Background: an optimization exercise with open tools, aiming at small area, a short achievable clock period and few clock cycles. Do not read the settings as production practice. Where RTL was checked, it was by simulation tests only, not by an equivalence proof against the original. The RTL of run 2 was laid out without a check of its function. Power figures rest on the tool's default switching activity, not on a simulated workload.

`design/flow/config.mk`:
```
export PLATFORM = sky130hd
export DESIGN_NAME = rs485_core
export DESIGN_NICKNAME = rs485_core
export VERILOG_FILES = /design/flow/design.v
export SDC_FILE = /design/flow/constraint.sdc
export NUM_CORES = 4
export LEC_CHECK = 0
export CAP_MARGIN = 20
export CORE_MARGIN = 2
export CORE_UTILIZATION = 50
export PLACE_DENSITY = 0.65
export SETUP_SLACK_MARGIN = 3
export SLEW_MARGIN = 20
export SYNTH_HIERARCHICAL = 1
export SYNTH_MINIMUM_KEEP_SIZE = 0
```
`design/flow/constraint.sdc`:
```
create_clock -name core_clock -period 8.0 [get_ports {clk}]
set_input_delay 1.6000 -clock core_clock [delete_from_list [all_inputs] [get_ports {clk}]]
set_output_delay 1.6000 -clock core_clock [all_outputs]
set_load 0.01 [all_outputs]
```
`design/flow/design.v`:
```
module rs485_crc8_step (
    input  wire [7:0] acc,
    input  wire [7:0] din,
    output wire [7:0] acc_next
);
    reg [7:0] a;
    reg [7:0] w;
    integer   i;
    always @* begin
        a = acc;
        w = din;
        for (i = 0; i < 8; i = i + 1) begin
            if (a[0] ^ w[0])
                a = (a >> 1) ^ 8'h8C;
            else
                a = a >> 1;
            w = w >> 1;
        end
    end
    assign acc_next = a;
endmodule
module rs485_tx (
    input  wire       clk,
    input  wire       rst,
    input  wire       live,
    input  wire       tx_start,
    input  wire [7:0] tx_len,
    output wire       tx_start_ready,
    input  wire       tx_in_valid,
    input  wire [7:0] tx_in_data,
    output wire       tx_in_ready,
    output reg        tx_out_valid,
    output reg  [7:0] tx_out_data,
    input  wire       tx_out_ready
);
    localparam [7:0] STX = 8'h02;
    localparam [7:0] ETX = 8'h03;
    localparam [2:0] S_IDLE = 3'd0,
                     S_STX  = 3'd1,
                     S_LOAD = 3'd2,
                     S_HI   = 3'd3,
                     S_LO   = 3'd4,
                     S_ETX  = 3'd5,
                     S_CHI  = 3'd6,
                     S_CLO  = 3'd7;
    reg [2:0] state;
    reg [7:0] remaining;
    reg [7:0] data;
    reg [7:0] crc;
    wire [7:0] crc_next;
    rs485_crc8_step u_crc (
        .acc      (crc),
        .din      (data),
        .acc_next (crc_next)
    );
    wire last_sym  = (state == S_CLO);
    wire need_byte = ((state == S_STX) || (state == S_LO)) && (remaining != 8'd0);
    assign tx_start_ready = live && ((state == S_IDLE) || (last_sym && tx_out_ready));
    assign tx_in_ready    = (state == S_LOAD) || (need_byte && tx_out_ready);
    always @* begin
        tx_out_valid = 1'b1;
        case (state)
            S_STX:   tx_out_data = STX;
            S_HI:    tx_out_data = {data[7:4], ~data[7:4]};
            S_LO:    tx_out_data = {data[3:0], ~data[3:0]};
            S_ETX:   tx_out_data = ETX;
            S_CHI:   tx_out_data = {crc[7:4], ~crc[7:4]};
            S_CLO:   tx_out_data = {crc[3:0], ~crc[3:0]};
            default: begin
                tx_out_valid = 1'b0;
                tx_out_data  = 8'h00;
            end
        endcase
    end
    wire take_in    = tx_in_valid && tx_in_ready;
    wire take_start = tx_start && tx_start_ready;
    always @(posedge clk) begin
        if (rst) begin
            state <= S_IDLE;
        end else begin
            if (take_in) begin
                data      <= tx_in_data;
                remaining <= remaining - 8'd1;
            end
            if (take_start) begin
                remaining <= tx_len;
                crc       <= 8'h00;
            end
            case (state)
                S_IDLE:
                    if (take_start)
                        state <= S_STX;
                S_STX, S_LO:
                    if (tx_out_ready) begin
                        if (remaining == 8'd0)
                            state <= S_ETX;
                        else if (tx_in_valid)
                            state <= S_HI;
                        else
                            state <= S_LOAD;
                    end
                S_LOAD:
                    if (tx_in_valid)
                        state <= S_HI;
                S_HI:
                    if (tx_out_ready) begin
                        crc   <= crc_next;
                        state <= S_LO;
                    end
                S_ETX:
                    if (tx_out_ready)
                        state <= S_CHI;
                S_CHI:
                    if (tx_out_ready)
                        state <= S_CLO;
                default:  
                    if (tx_out_ready)
                        state <= take_start ? S_STX : S_IDLE;
            endcase
        end
    end
endmodule
module rs485_rx #(
    parameter DEPTH = 255
) (
    input  wire        clk,
    input  wire        rst,
    input  wire        init,
    input  wire [7:0]  init_cap,
    input  wire        shutdown,
    input  wire        rx_clear,
    input  wire [31:0] now,
    input  wire        rx_valid,
    input  wire [7:0]  rx_data,
    output wire        rx_ready,
    output wire        live,
    input  wire [7:0]  rd_addr,
    output wire [7:0]  rd_data,
    output wire        pkt_ready,
    output wire        pkt_started,
    output wire [7:0]  pkt_len,
    output wire [31:0] err_count,
    output wire [31:0] t_start
);
    localparam [7:0] STX = 8'h02;
    localparam [7:0] ETX = 8'h03;
    localparam [1:0] L_UNINIT = 2'd0,
                     L_LIVE   = 2'd1,
                     L_DOWN   = 2'd2;
    reg [1:0]  life;
    reg [7:0]  cap;
    reg [7:0]  pos;
    reg        started;
    reg        etx_seen;
    reg        hi_pend;
    reg [3:0]  hi_nib;
    reg        ready;
    reg [31:0] err_cnt;
    reg [31:0] t_start_r;
    reg [7:0]  crc;
    reg [7:0]  buffer [0:DEPTH-1];
    assign live     = (life == L_LIVE);
    assign rx_ready = live && !ready;
    wire       sym_valid = (rx_data[7:4] == ~rx_data[3:0]);
    wire [3:0] sym_nib   = rx_data[7:4];
    wire [7:0] assembled = {hi_nib, sym_nib};
    wire [7:0] crc_next;
    rs485_crc8_step u_crc (
        .acc      (crc),
        .din      (assembled),
        .acc_next (crc_next)
    );
    wire take = rx_valid && rx_ready;
    always @(posedge clk) begin
        if (pos != 8'd255)
            buffer[pos] <= assembled;
    end
    always @(posedge clk) begin
        if (rst) begin
            life <= L_UNINIT;
        end else if (life == L_UNINIT && init) begin
            life      <= L_LIVE;
            cap       <= init_cap;
            err_cnt   <= 32'd0;
            started   <= 1'b0;
            ready     <= 1'b0;
            pos       <= 8'd0;
        end else if (life == L_LIVE && shutdown) begin
            life <= L_DOWN;
        end else if (life == L_LIVE && rx_clear) begin
            started   <= 1'b0;
            ready     <= 1'b0;
            pos       <= 8'd0;
        end else if (take) begin
            if (rx_data == STX) begin
                started   <= 1'b1;
                etx_seen  <= 1'b0;
                pos       <= 8'd0;
                hi_pend   <= 1'b0;
                t_start_r <= now;
                crc       <= 8'd0;
            end else if (rx_data == ETX) begin
                etx_seen <= 1'b1;
            end else if (!started) begin
            end else if (!sym_valid) begin
                started   <= 1'b0;
                pos       <= 8'd0;
                err_cnt   <= err_cnt + 32'd1;
            end else if (!hi_pend) begin
                hi_nib  <= sym_nib;
                hi_pend <= 1'b1;
            end else begin
                hi_pend <= 1'b0;
                if (etx_seen) begin
                    if (assembled == crc) begin
                        ready <= 1'b1;
                    end else begin
                        started   <= 1'b0;
                        pos       <= 8'd0;
                        err_cnt   <= err_cnt + 32'd1;
                    end
                end else if (pos < cap) begin
                    pos         <= pos + 8'd1;
                    crc         <= crc_next;
                end else begin
                    started   <= 1'b0;
                    pos       <= 8'd0;
                    err_cnt   <= err_cnt + 32'd1;
                end
            end
        end
    end
    wire show = live && ready;
    assign pkt_ready   = show;
    assign pkt_started = live && started;
    assign pkt_len     = show ? pos : 8'd0;
    assign err_count   = live ? err_cnt : 32'd0;
    assign t_start     = (live && started) ? t_start_r : 32'd0;
    wire [3:0] dec0 = 4'd1 << rd_addr[1:0];
    wire [3:0] dec1 = 4'd1 << rd_addr[3:2];
    wire [3:0] dec2 = 4'd1 << rd_addr[5:4];
    wire       rd_ok = show && rd_addr < pos;
    wire [3:0] dec3 = {4{rd_ok}} & (4'd1 << rd_addr[7:6]);
    wire [2047:0] lv0;
    wire [511:0]  lv1;
    wire [127:0]  lv2;
    wire [31:0]   lv3;
    wire [7:0]    rd_word;
    genvar w;
    generate
        for (w = 0; w < 256; w = w + 1) begin : g_lv0
            if (w < DEPTH) begin : g_used
                assign lv0[w*8 +: 8] = buffer[w];
            end else begin : g_unused
                assign lv0[w*8 +: 8] = 8'd0;
            end
        end
        for (w = 0; w < 64; w = w + 1) begin : g_lv1
            rs485_sel4 u_sel (.words(lv0[w*32 +: 32]), .sel(dec0), .out(lv1[w*8 +: 8]));
        end
        for (w = 0; w < 16; w = w + 1) begin : g_lv2
            rs485_sel4 u_sel (.words(lv1[w*32 +: 32]), .sel(dec1), .out(lv2[w*8 +: 8]));
        end
        for (w = 0; w < 4; w = w + 1) begin : g_lv3
            rs485_sel4 u_sel (.words(lv2[w*32 +: 32]), .sel(dec2), .out(lv3[w*8 +: 8]));
        end
    endgenerate
    rs485_sel4 u_sel_top (.words(lv3), .sel(dec3), .out(rd_word));
    assign rd_data = rd_word;
endmodule
module rs485_sel4 (
    input  wire [31:0] words,
    input  wire [3:0]  sel,
    output wire [7:0]  out
);
    assign out = (words[7:0]   & {8{sel[0]}}) | (words[15:8]  & {8{sel[1]}}) |
                 (words[23:16] & {8{sel[2]}}) | (words[31:24] & {8{sel[3]}});
endmodule
module rs485_core (
    input  wire        clk,
    input  wire        rst,
    input  wire        init,
    input  wire [7:0]  init_cap,
    input  wire        shutdown,
    input  wire        rx_clear,
    input  wire [31:0] now,
    output wire        live,
    input  wire        rx_valid,
    input  wire [7:0]  rx_data,
    output wire        rx_ready,
    output wire        pkt_ready,
    output wire        pkt_started,
    output wire [7:0]  pkt_len,
    output wire [31:0] err_count,
    output wire [31:0] t_start,
    input  wire [7:0]  rd_addr,
    output wire [7:0]  rd_data,
    input  wire        tx_start,
    input  wire [7:0]  tx_len,
    output wire        tx_start_ready,
    input  wire        tx_in_valid,
    input  wire [7:0]  tx_in_data,
    output wire        tx_in_ready,
    output wire        tx_out_valid,
    output wire [7:0]  tx_out_data,
    input  wire        tx_out_ready
);
    rs485_rx u_rx (
        .clk         (clk),
        .rst         (rst),
        .init        (init),
        .init_cap    (init_cap),
        .shutdown    (shutdown),
        .rx_clear    (rx_clear),
        .now         (now),
        .rx_valid    (rx_valid),
        .rx_data     (rx_data),
        .rx_ready    (rx_ready),
        .live        (live),
        .rd_addr     (rd_addr),
        .rd_data     (rd_data),
        .pkt_ready   (pkt_ready),
        .pkt_started (pkt_started),
        .pkt_len     (pkt_len),
        .err_count   (err_count),
        .t_start     (t_start)
    );
    rs485_tx u_tx (
        .clk            (clk),
        .rst            (rst),
        .live           (live),
        .tx_start       (tx_start),
        .tx_len         (tx_len),
        .tx_start_ready (tx_start_ready),
        .tx_in_valid    (tx_in_valid),
        .tx_in_data     (tx_in_data),
        .tx_in_ready    (tx_in_ready),
        .tx_out_valid   (tx_out_valid),
        .tx_out_data    (tx_out_data),
        .tx_out_ready   (tx_out_ready)
    );
endmodule
```
`design/flow/flow/run.sh`:
```
#!/bin/bash
# Standard layout with three changes to how it is made: ports are buffered
# with buf_2 instead of the delay buffer buffer_ports picks by default,
# the clock tree uses clkbuf_16 in clusters of up to 28 flip-flops without dummy loads, and the resizer may
# change a cell's footprint.
set -euo pipefail
bash standard.sh finish \
  "BUFFER_PORTS_ARGS=-buffer_cell sky130_fd_sc_hd__buf_2" \
  "CTS_ARGS=-sink_clustering_enable -repair_clock_nets -dont_use_dummy_load -buf_list sky130_fd_sc_hd__clkbuf_16 -sink_clustering_size 28 -sink_clustering_max_diameter 90" \
  "MATCH_CELL_FOOTPRINT=0" > flow.log 2>&1
```
`design/flow/standard.sh`:
```
#!/bin/bash
# synth_recipe.tcl (not shown) runs the flow's synth.tcl, then flattens the netlist and writes it again
# the make line also repeats each setting of config.mk as NAME=value (left out here)
make -C /OpenROAD-flow-scripts/flow DESIGN_CONFIG=/design/flow/config.mk WORK_HOME=/design/flow/orfs CLKGATE_MAP_FILE= SYNTH_SCRIPT=/design/flow/synth_recipe.tcl "${@:-finish}"
```
==> notes.md, run 1 <==
Top Registers: u_rx.buffer: 2040 flops, u_rx.err_cnt: 32 flops, u_rx.t_start_r: 32 flops
Top FF cell, synth: edfxtp_1
DP Wirelength: 124 mm
router iterations before antenna repair: 8
# fillers: 13.2k
RSZ-0062 raised after global routing: yes
first-pass GRT wire length: 332 mm
area share of fa/ha/maj cells after synthesis: 0.311%
post-DR wirelength/cell: 29.6 um
Post-Syn Area: 84,500 sq um
setup violators final: 0
CTS tree: done
worst skew pair latency: 0.76 ns
Leak: 29.8 nW
yosys warns: 9
R2R Path Start: u_rx.pos[0]$_SDFFCE_PP0P_
post-synth top area share: 76.7%
core area: 168,000 sq um
compound-cell area share of the yosys netlist: 12.7%
Tcrit/Tclk final: 73.4%
sequential element share of the synthesized area: 76.8%
status: finished clean
Post-Synth XOR/XNOR Area: 1.09%
relative slew slack: 17.1%
Worst Hold Path EP: u_rx.life[1]$_SDFFE_PP0P_
hold path depth: 2
Power Dens Cells: 209 nW/um^2
depth of the worst register-to-register path: 6
crit path max fanout: 6
H-tree depth: 3
pre-CTS WS: 1.55 ns
Routed Antenna Nets: 0
Max IR drop VDD: 0.000184 V
post-synthesis simple-gate area fraction: 6.46%
Syn Inst Count: 5,470
Highest Signal Layer: met5
Worst-Margin Slew: 1.24 ns
clk_skew: 0.0896 ns
CTS Hold Bufs: 0
All-Layer GR Usage: 25.9%
fmax: 170 MHz
routed wl met3: 24.8 mm
Clk pwr share: 27.2%
GPL Wtd Cong: 0.846
Mean Syn Cell Area: 15.5 sq um
minimum clock period: 5.87 ns
vias in the first global route: 48.2k
setup TNS: 0 ns
met2 WL: 103 mm
Starting Density: 50.4%
post-synth top area cell: edfxtp_1
post-route core utilization: 54.7%
slack of the worst reg-to-reg path: 3.35 ns
via count: 49.9k
Reg clk slew, reported paths: 0.10 ns
switch share: 22.5%
layout cells sized above 1: 12.3%
Gate power share: 7.8%
max-slew violation count: 0
required time worst endpoint: 6.40 ns
max_cap viols: 0
Die ar.: 172,000 sq um
crit path capture type: output pin
total power: 0.0192 W
met1 wire length: 91.8 mm
Vias per Instance: 6.49
HP Class: reg -> reg
sequential power share: 65.0%
most frequent cells in the layout: 2,160 x edfxtp_1, 1,200 x a22oi_1, 714 x nand2_1
clk sinks: 2,165
Die W: 415 um
largest family of logic cells by synthesized area: compound AO/OA/AOI/OAI gates
Port Buf Inserts: 175
Setup WS post-layout: 2.13 ns
Row Count: 150
num ports: 176
Area Growth Syn to Fin: 8.52%
Num CTS Buffers: 88
FF-to-FF End: u_rx.buffer[238][7]$_DFFE_PP_
antenna violations before repair: 11
CTS Root Buffer Type: clkbuf_16
crit path launch type: input port
Seq cells post-synth: 2,165
Chip Height: 415 um
maximum root-to-sink buffer count: 3
Detailed Route WL: 228 mm
grt total ovfl: 0
synth top area cells: edfxtp_1 77%, a22oi_1 12%, nand2_1 3.4%
Pint: 0.0149 W
post-synthesis mux area share: 0.0710%
commonest non-fill, non-tap cell in the layout: edfxtp_1
Biggest register: u_rx.buffer
DRC: 0
Largest register FFs: 2,040
largest net degree at the start of global routing: 190
Cell variety after synth: 64
Post-synth EDFFs: 2,160
switching pwr: 0.00432 W
Hold Startpoint: u_rx.life[1]$_SDFFE_PP0P_
critical path arrival: 4.27 ns
final hold vios: 0
crit path kind: in -> out
initial drt markers: 7,075
FFs w/ async S/R, synth: 0%
nets: 5,594
[worst max-delay path by stage]
stage,start,end,cells past startpoint
floorplan,u_rx.hi_nib[1]$_DFFE_PP_,u_rx.err_cnt[0]$_SDFFCE_PP0P_,5
global placement,rd_addr[1],rd_data[4],12
detailed placement,rd_addr[1],rd_data[6],12
CTS,rd_addr[1],rd_data[2],14
global route,rd_addr[0],rd_data[0],13
finish,rd_addr[1],rd_data[2],14
[layout make-up]
class                      count  area [sq um]  area share (%)
inverter                      34           128           0.139
multi-input combinational   2878         18600            20.3
clock buffer                  88          2200            2.40
sequential                  2165         65000            70.8
antenna                        3          7.51         0.00818
timing repair buffer         325          3090            3.36
tap                         2204          2760            3.01
[cell families after synthesis]
| family | after synthesis |
|---|---|
| XOR/XNOR | 95 |
| AND/OR/NAND/NOR | 1291 |
| adder cells (fa/ha/maj) | 21 |
| other | 1 |
| multiplexers | 6 |
| buffers and inverters | 442 |
| flip-flops | 2165 |
| AO/OA/AOI/OAI | 1449 |
[power groups by stage]
stage / Sequential (W) / Combinational (W) / Clock (W)
2_1_floorplan: 0.0127 / 0.000778 / 0
3_3_place_gp: 0.0127 / 0.00129 / 0
3_5_place_dp: 0.0127 / 0.00130 / 0
4_1_cts: 0.0125 / 0.00145 / 0.00527
5_1_grt: 0.0125 / 0.00158 / 0.00562
6_report: 0.0125 / 0.00149 / 0.00523
[per-module statistics from Yosys, one instance, submodules excluded, excerpt]
module	times used	cell area (sq um)	flops+latches	cells
rs485_crc8_step	2	238	0	22
rs485_tx	1	1640	27	181
rs485_rx	1	68000	2138	2865
rs485_sel4	85	170	0	28
[cell usage after synthesis (6+ instances only)]
cell type  number
edfxtp_1     2160
a22oi_1      1360
nand2_1       758
nor2_1        331
buf_2         261
clkbuf_2       85
xnor2_1        62
and2_1         53
clkbuf_1       53
and3_1         42
inv_1          34
o21ai_0        29
xor2_1         25
nand3_1        24
a21oi_1        23
ha_1           21
nor3_1         12
nand4_1        11
nor2b_1        10
nor4_2          9
nand2b_1        8
mux2i_1         6
nor4_1          6
[stage by stage]
step | cell area (sq um) | cells | hold WS, ns
floorplan | 84600 | 5477 | 0.475
global placement | 87400 | 7540 | 0.492
detailed placement | 87400 | 7540 | 0.526
CTS | 91500 | 7690 | 0.553
global route | 91700 | 7696 | 0.572
finish | 91700 | 7697 | 0.556
[critical path: stages]
cell     delay, ns
buf_16        0.12
nor2b_4       0.16
buf_12        0.17
buf_12        0.15
buf_16        0.14
a22oi_2       0.20
nand2_2       0.08
a22oi_2       0.29
nand2_2       0.14
a22oi_2       0.55
nand2_1       0.15
a22oi_2       0.16
nand2_2       0.18
buf_6         0.18
[metal layers]
metal  global-route usage [%]  vias to the layer above
li1                         -                    21300
met1                     37.6                    25400
met2                     39.2                     2812
met3                     5.45                      350
met4                     8.69                        4
met5                        0                        -
[what timing repair did]
action / 4_1_cts / 5_1_grt
gates resized for setup: 231 / 34
gates cloned: 36 / 0
pin swaps: 73 / 34
buffers inserted: 26 / 1
setup endpoints to repair: 8 / 8
Testbench counts, summed over its fixed seeds: cycles 18,058.
==> run 2, diff against run 1 <==
--- a/design/flow/design.v
+++ b/design/flow/design.v
@@ -238,13 +238,11 @@
     assign t_start     = (live && started) ? t_start_r : 32'd0;
     wire [3:0] dec0 = 4'd1 << rd_addr[1:0];
     wire [3:0] dec1 = 4'd1 << rd_addr[3:2];
-    wire [3:0] dec2 = 4'd1 << rd_addr[5:4];
-    wire       rd_ok = show && rd_addr < pos;
-    wire [3:0] dec3 = {4{rd_ok}} & (4'd1 << rd_addr[7:6]);
+    wire        rd_ok = show && rd_addr < pos;
+    wire [15:0] dec2  = {16{rd_ok}} & (16'd1 << rd_addr[7:4]);
     wire [2047:0] lv0;
     wire [511:0]  lv1;
     wire [127:0]  lv2;
-    wire [31:0]   lv3;
     wire [7:0]    rd_word;
     genvar w;
     generate
@@ -261,11 +259,8 @@
         for (w = 0; w < 16; w = w + 1) begin : g_lv2
             rs485_sel4 u_sel (.words(lv1[w*32 +: 32]), .sel(dec1), .out(lv2[w*8 +: 8]));
         end
-        for (w = 0; w < 4; w = w + 1) begin : g_lv3
-            rs485_sel4 u_sel (.words(lv2[w*32 +: 32]), .sel(dec2), .out(lv3[w*8 +: 8]));
-        end
     endgenerate
-    rs485_sel4 u_sel_top (.words(lv3), .sel(dec3), .out(rd_word));
+    rs485_sel16 u_sel_top (.words(lv2), .sel(dec2), .out(rd_word));
     assign rd_data = rd_word;
 endmodule
 module rs485_sel4 (
@@ -276,6 +271,18 @@
     assign out = (words[7:0]   & {8{sel[0]}}) | (words[15:8]  & {8{sel[1]}}) |
                  (words[23:16] & {8{sel[2]}}) | (words[31:24] & {8{sel[3]}});
 endmodule
+module rs485_sel16 (
+    input  wire [127:0] words,
+    input  wire [15:0]  sel,
+    output reg  [7:0]   out
+);
+    integer i;
+    always @* begin
+        out = 8'd0;
+        for (i = 0; i < 16; i = i + 1)
+            out = out | (words[i*8 +: 8] & {8{sel[i]}});
+    end
+endmodule
 module rs485_core (
     input  wire        clk,
     input  wire        rst,
==> design/flow/flow/run.sh (replaced) <==
#!/bin/bash
# Standard layout with three changes to how it is made: ports are buffered
# with buf_2 instead of the delay buffer buffer_ports picks by default,
# the clock tree uses clkbuf_16 in clusters of up to 24 flip-flops without dummy loads, and the resizer may
# change a cell's footprint.
set -euo pipefail
bash standard.sh finish \
  "BUFFER_PORTS_ARGS=-buffer_cell sky130_fd_sc_hd__buf_2" \
  "CTS_ARGS=-sink_clustering_enable -repair_clock_nets -dont_use_dummy_load -buf_list sky130_fd_sc_hd__clkbuf_16 -sink_clustering_size 24 -sink_clustering_max_diameter 80" \
  "MATCH_CELL_FOOTPRINT=0" > flow.log 2>&1
==> run 2 against run 1 <==
Against the previous run:
- synthesized cell count decreased by 0.53%
- sequential cell count unchanged
- cell count increased by 0.35%
- critical path type unchanged
==> notes.md, run 2 <==
status: finished clean
commonest non-fill, non-tap cell in the layout: edfxtp_1
initial drt markers: 7,525 (+6.4%)
grt total ovfl: 0 (unchanged)
Starting Density: 50.4% (about the same)
Post-synth top cells: 2,160 x edfxtp_1, 1,280 x a22oi_1, 725 x nand2_1
worst skew pair latency: 0.80 ns (+0.04 ns)
R2R Path Start: u_rx.pos[0]$_SDFFCE_PP0P_
most frequent cells in the layout: 2,160 x edfxtp_1, 1,164 x a22oi_1, 658 x nand2_1
sequential power share: 63.0% (-2.0 points)
Vias per Instance: 6.55 (+0.98%)
antenna violations before repair: 20 (+9)
Worst path slowest cell: nand4_1
num ports: 176 (unchanged)
max-slew violation count: 0 (unchanged)
required time worst endpoint: 6.40 ns (about the same)
post-synth top area cell: edfxtp_1
post-DR wirelength/cell: 31.3 um (+5.8%)
crit path max fanout: 8 (+2)
Top Registers: u_rx.buffer: 2040 flops, u_rx.err_cnt: 32 flops, u_rx.t_start_r: 32 flops
CTS tree: done
Power Dens Cells: 213 nW/um^2 (+1.6%)
vias in the first global route: 48.5k (+0.65%)
# fillers: 13.0k (-1.2%)
largest net degree at the start of global routing: 183 (-3.7%)
Row Count: 150 (unchanged)
Layout Cells excl Fill: 7,724 (+0.35%)
DRC: 0 (unchanged)
crit path capture type: output pin
CP cell instances: buf_12 > nor2_4 > buf_12 > buf_16 > buf_6 > a22oi_1 > nand2_1 > a22oi_2 > nand2_2 > a22o_1 > a221oi_2 > nand4_1 > buf_2
crit path kind: in -> out
max_cap viols: 0 (unchanged)
RSZ-0062 raised after global routing: yes
crit path launch type: input port
minimum clock period: 5.86 ns (-0.00915 ns)
Gate power share: 7.9% (about the same)
Mean Syn Cell Area: 15.5 sq um (+0.43%)
Tcrit/Tclk final: 73.3% (-0.11 points)
Routed Antenna Nets: 0 (unchanged)
fmax: 171 MHz (+0.16%)
Port Buf Inserts: 175 (unchanged)
Detailed Route WL: 242 mm (+6.1%)
depth of the worst register-to-register path: 6 (unchanged)
layout cells sized above 1: 13.7% (+1.4 points)
setup violators final: 0 (unchanged)
post-route core utilization: 55.7% (+0.96 points)
Top delay family on crit path: compound AO/OA/AOI/OAI gates
Clk pwr share: 29.1% (+1.9 points)
Reg clk slew, reported paths: 0.06 ns (-0.04 ns)
total power: 0.0198 W (+3.2%)
All-Layer GR Usage: 27.4% (+1.5 points)
H-tree depth: 3 (unchanged)
switch share: 22.7% (+0.16 points)
Hold Startpoint: u_rx.life[0]$_SDFFE_PP0P_
WP buf/inv: 5 (unchanged)
slack of the worst reg-to-reg path: 3.61 ns (+0.26 ns)
sequential element share of the synthesized area: 76.9% (about the same)
GPL Wtd Cong: 0.886 (+4.8%)
FF-to-FF End: u_rx.buffer[222][5]$_DFFE_PP_
Area Growth Syn to Fin: 10.4%
critical path arrival: 4.26 ns (about the same)
Worst Hold Path EP: u_rx.life[0]$_SDFFE_PP0P_
Syn Inst Count: 5,441 (-0.53%)
synth top area cells: edfxtp_1 77%, a22oi_1 11%, nand2_1 3.2%
final instance area: 93,300 sq um (+1.6%)
Post-synth EDFFs: 2,160 (unchanged)
post-synth top area share: 76.8% (about the same)
Crit path largest cell delay: 0.37 ns (-0.18 ns)
Die ar.: 172,000 sq um (about the same)
Leak: 30.4 nW (+1.8%)
Max IR drop VDD: 0.000179 V (-2.7%)
final hold vios: 0 (unchanged)
Cell variety after synth: 67 (+4.7%)
Num CTS Buffers: 109 (+24%)
Chip Height: 415 um (about the same)
Top FF cell, synth: edfxtp_1
switching pwr: 0.00449 W (+4.0%)
Worst-Margin Slew: 1.23 ns (-0.0113 ns)
first-pass GRT wire length: 346 mm (+4.2%)
CTS Hold Bufs: 0 (unchanged)
clk_skew: 0.0816 ns (-0.00794 ns)
maximum root-to-sink buffer count: 3 (unchanged)
core area: 167,000 sq um (-0.11%)
Biggest register: u_rx.buffer
Pint: 0.0153 W (+3.0%)
cell with the most instances after synthesis: edfxtp_1
HP Class: reg -> reg
DP Cell Count: 7,513 (-0.36%)
Post-Syn Area: 84,500 sq um (about the same)
router iterations before antenna repair: 8 (unchanged)
DP Wirelength: 132 mm (+6.0%)
via count: 50.6k (+1.3%)
yosys warns: 10 (+1)
hold path depth: 1 (-1)
Seq cells post-synth: 2,165 (unchanged)
clk sinks: 2,165 (unchanged)
dpl cell area: 87,300 sq um (about the same)
relative slew slack: 17.8% (+0.76 points)
Largest register FFs: 2,040 (unchanged)
most used cell, CP: buf_12
setup TNS: 0 ns (unchanged)
Die W: 415 um (about the same)
FFs w/ async S/R, synth: 0% (unchanged)
CTS Root Buffer Type: clkbuf_16
nets: 5,616 (+0.39%)
run 2: how the worst max path moves through the flow:
stage | start | endpoint | slack, ns | depth (start not counted)
after floorplan | u_rx.hi_nib[1]$_DFFE_PP_ | u_rx.err_cnt[0]$_SDFFCE_PP0P_ | 3.00 | 5
after global placement | rd_addr[1] | rd_data[0] | 1.18 | 10
after detailed placement | rd_addr[1] | rd_data[6] | 1.13 | 10
after CTS | rd_addr[0] | rd_data[6] | 2.23 | 12
after global routing | rd_addr[1] | rd_data[4] | 2.18 | 13
final | rd_addr[0] | rd_data[2] | 2.14 | 13
run 2: per-stage QoR:
| stage | setup WS (ns) | hold WS [ns] |
|---|---|---|
| after floorplan | 3.00 | 0.482 |
| after global placement | 1.18 | 0.548 |
| after detailed placement | 1.13 | 0.545 |
| after CTS | 2.23 | 0.558 |
| after global routing | 2.18 | 0.601 |
| final | 2.14 | 0.558 |
run 2: cell families after synthesis:
family / after synthesis / share of synthesized area [%]
DFF: 2165 / 76.9
muxes: 6 / 0.0711
AOI/OAI and AO/OA: 1451 / 12.9
other: 1 / 0.00444
adders and majority gates: 21 / 0.311
and+or+nand+nor: 1265 / 6.25
buffers and inverters: 439 / 2.52
xor gates and xnor gates: 93 / 1.07
run 2: power by group through the flow:
stage	combinational (W)	clock (W)	sequential [W]
after floorplan	0.000746	0	0.0127
after global placement	0.00128	0	0.0127
after detailed placement	0.00130	0	0.0127
after CTS	0.00151	0.00582	0.0125
after global routing	0.00164	0.00616	0.0125
final	0.00157	0.00578	0.0125
run 2: layer usage:
layer	up-vias	global-route usage (%)	routed length, um	part of all wire (%)
met2	2775	43.2	113000	47
met3	494	5.35	22700	9.4
met1	25900	37.2	92600	38
li1	21400	-	-	-
met5	-	0	103	0.043
met4	16	12.2	12600	5.2
run 2: cell type report:
type                            instances  area, sq um  area share [%]
Sequential cell                      2165        65000            69.7
Multi-Input combinational cell       2849        19000            20.4
Timing Repair Buffer                  355         3660            3.93
Tap cell                             2204         2760            2.96
Clock buffer                          109         2730            2.93
Inverter                               34          128           0.137
Antenna cell                            8         20.0          0.0215
run 2: what timing repair did:
action,in CTS,in global routing
gates resized for setup,316,48
buffers inserted,35,6
pin swaps,85,35
endpoints found under the setup margin,8,8
gates cloned,49,3
run 2: per-module statistics from Yosys (local to each module, per instance), excerpt:
module | flip-flops and latches | times used | cells
rs485_sel16 | 0 | 1 | 88
rs485_crc8_step | 0 | 2 | 22
rs485_tx | 27 | 1 | 181
rs485_rx | 2138 | 1 | 2888
rs485_sel4 | 0 | 80 | 28

==> port drivers added, routing unchanged <==
The results above use ideal ports. As a check the final layouts listed here were re-extracted and re-timed, cells and wires unchanged. Step 1, drivers: a clkbuf_16 drives clk and a buf_2 each remaining input, both assumed. Step 2 moves the port delays by t, midway between the first and last clock arrival at a register: inputs arrive t later, outputs are due t later. That takes back most of the time a late clock gives input paths. Three values: no drivers, after step 1, after step 2; two values: the first two.
| run | t (ns) | setup WS [ns] | clock arrival spread, ns | pins driven straight from the clock port |
|---|---|---|---|---|
| run 1 | 0.801 | 2.129 / 2.030 / 2.030 | 0.092 / 0.092 | 1 |
| run 2 | 0.839 | 2.138 / 2.022 / 2.022 | 0.102 / 0.102 | 1 |
After both steps every run listed still meets setup and hold. For run 2, which loses most, drivers alone change the setup slack by -0.116 ns; drivers and shift together by -0.116 ns.
